This design comes from an exercise in tuning for small area, a short achievable clock period and few clock cycles per item on the open sky130 flow, not from production work. In this exercise RTL edits were held to simulation tests only and were not proved equivalent to the original. Power and IR drop assume default switching activity.

== run 1 ==
Design ioc_audio_enc, start of the top module:
module ioc_audio_enc (
    input  wire        clk,
    input  wire        rst,
    input  wire [1:0]  cfg_coding,
    input  wire        cfg_word_sel,
    input  wire [63:0] now_us,
    input  wire        in_valid,
    output wire        in_ready,
    input  wire [63:0] in_frame,
    output reg         out_valid,
    input  wire        out_ready,
    output reg  [7:0]  out_data,
    output reg         out_last,
    output reg  [31:0] bad_cnt
);
Settings: LEC_CHECK=0, CAP_MARGIN=20, CORE_MARGIN=2, CORE_UTILIZATION=55, CTS_BUF_LIST=sky130_fd_sc_hd__clkbuf_8, CTS_CLUSTER_DIAMETER=150, CTS_CLUSTER_SIZE=16, PLACE_DENSITY=0.65, SLEW_MARGIN=20; clock period 9.0 ns.
standard.sh (not shown) runs the stock make flow with config.mk's settings and CLKGATE_MAP_FILE= SYNTH_SCRIPT=/design/flow/synth_recipe.tcl, a recipe that flattens the netlist after the stock synthesis.
==> flow/flow/run.sh <==
#!/bin/bash
set -euo pipefail
bash standard.sh synth > step_synth.log 2>&1
export SETUP_SLACK_MARGIN=6
export POST_GLOBAL_PLACE_TCL="$PWD/flow/port_bufs.tcl"
bash standard.sh finish > step_layout.log 2>&1
==> flow/flow/port_bufs.tcl <==
# POST_GLOBAL_PLACE hook: buffer_ports gives every port a clkdlybuf4s50_1
# (a delay cell). Swap those port buffers for plain buf_1 cells; the resize
# and repair steps that follow size them as the loads need.
set n 0
foreach inst [[ord::get_db_block] getInsts] {
  if {[[$inst getMaster] getName] eq "sky130_fd_sc_hd__clkdlybuf4s50_1"
      && [regexp {^(input|output)[0-9]+$} [$inst getName]]} {
    replace_cell [$inst getName] sky130_fd_sc_hd__buf_1
    incr n
  }
}
puts "port_bufs.tcl: $n port buffers now sky130_fd_sc_hd__buf_1"
Run 1 completed end to end with timing, DRC and antenna clean.
Testbench counts of run 1, summed over its fixed seeds: cycles 45,984, blocks 96.
Input changes introduced in run 2 (baseline for comparison: run 1):
- CTS_CLUSTER_SIZE now 24, was 16
- CTS_BUF_LIST now sky130_fd_sc_hd__clkbuf_16, was sky130_fd_sc_hd__clkbuf_8
Run 2 vs. run 1: number of ordinary and repair buffers in the finished layout went down by 8.8%. Diff run 1..run 2 | routed metal-1 wire length | negligible. Summary of the comparison: share of cell area taken by flip-flops and latches is higher in run 2, relative to run 1. The run showing the greater core utilization is run 1. The lower global routing met2 resource utilization came out of run 2. Final standard cell area without fillers: run 2 vs run 1 down 300 µm². Between run 1 and run 2, the combinational group power does not differ in any meaningful way. Compared with run 1, run 2 shows clock tree skew after final layout lower by 0.054 ns. Diff run 1 -> run 2 | power after layout | increase of 0.00018 W. Looking at run 2 and run 1, the flop and latch count out of synthesis is a wash. Run 1 has lower achievable clock frequency than run 2.
Input changes introduced in run 3 (baseline for comparison: run 2):
- PLACE_DENSITY now 0.7, was 0.65
- CORE_UTILIZATION now 62, was 55
diff --git a/flow/flow/run.sh b/flow/flow/run.sh
--- a/flow/flow/run.sh
+++ b/flow/flow/run.sh
@@ -4 +4 @@
-export SETUP_SLACK_MARGIN=6
+export SETUP_SLACK_MARGIN=5.8
==> comparison <==
Global-route usage: run 3 > run 2. Layout overhead on the synthesized area, run 3 and run 2, higher one = run 2. The hold slack of run 3 and that of run 2 are within noise of each other. Run 2 → run 3: worst-case setup slack after placement rose 0.015 ns; clock period minus final worst setup slack rose 0.14 ns.
Input-level comparison between run 4 and run 3:
diff --git a/flow/flow/run.sh b/flow/flow/run.sh
--- a/flow/flow/run.sh
+++ b/flow/flow/run.sh
@@ -4 +4 @@
-export SETUP_SLACK_MARGIN=5.8
+export SETUP_SLACK_MARGIN=6
## What came out
- Relative to run 3, the total length of routed wires measured on run 4 has increased slightly.
- ~same total power in run 4 and run 3
- Per the comparison of run 4 with run 3, post-route standard cell area excluding fillers up 1.0%; share of total power in sequential cells dropped 0.2 points.
For run 5, these inputs were changed with respect to run 4:
- a change of CORE_UTILIZATION from 62 to 66
- a change of PLACE_DENSITY from 0.7 to 0.75
--- outcome ---
- Changes observed in run 5 relative to run 4: via count of the routed design rose by 325; post-cts sizing count fell by about 13%; worst hold slack across all endpoints did not really move; detailed-route vias per instance grew by about 2.2%.

[afterwards: timing with drivers on the ports]
No port has a modelled driver above. Below, the same layouts with a new extraction and two added sets of constraints.
Step 1: set_driving_cell puts a clkbuf_16 on clk and a buf_2 on each other input, an assumption about the parent block.
Step 2 also shifts input and output timing later by t, the mid clock arrival at the registers, as if the neighbouring blocks saw the same clock.
Slacks: no drivers / after step 1 / after step 2; pairs: no drivers / after step 1.
run | t (ns) | setup WS [ns] | hold WS [ns] | latest minus earliest clock arrival (ns) | slew at the worst register clock pin (ns)
run 1 | 0.728 | 5.927 / 5.870 / 5.398 | 0.375 / 0.375 / 0.375 | 0.087 / 0.086 | 0.12 / 0.12
run 2 | 0.629 | 6.006 / 5.949 / 5.418 | 0.414 / 0.414 / 0.414 | 0.029 / 0.029 | 0.10 / 0.10
run 3 | 0.624 | 5.868 / 5.810 / 5.388 | 0.413 / 0.413 / 0.413 | 0.032 / 0.032 | 0.10 / 0.10
run 4 | 0.637 | 5.994 / 5.935 / 5.431 | 0.416 / 0.416 / 0.416 | 0.025 / 0.025 | 0.10 / 0.10
run 5 | 0.629 | 6.002 / 5.943 / 5.427 | 0.414 / 0.414 / 0.414 | 0.028 / 0.028 | 0.10 / 0.10
After both steps every run listed still meets setup and hold. The setup slack of run 2, which loses most, moves by -0.057 ns with the drivers and by -0.588 ns with both steps.
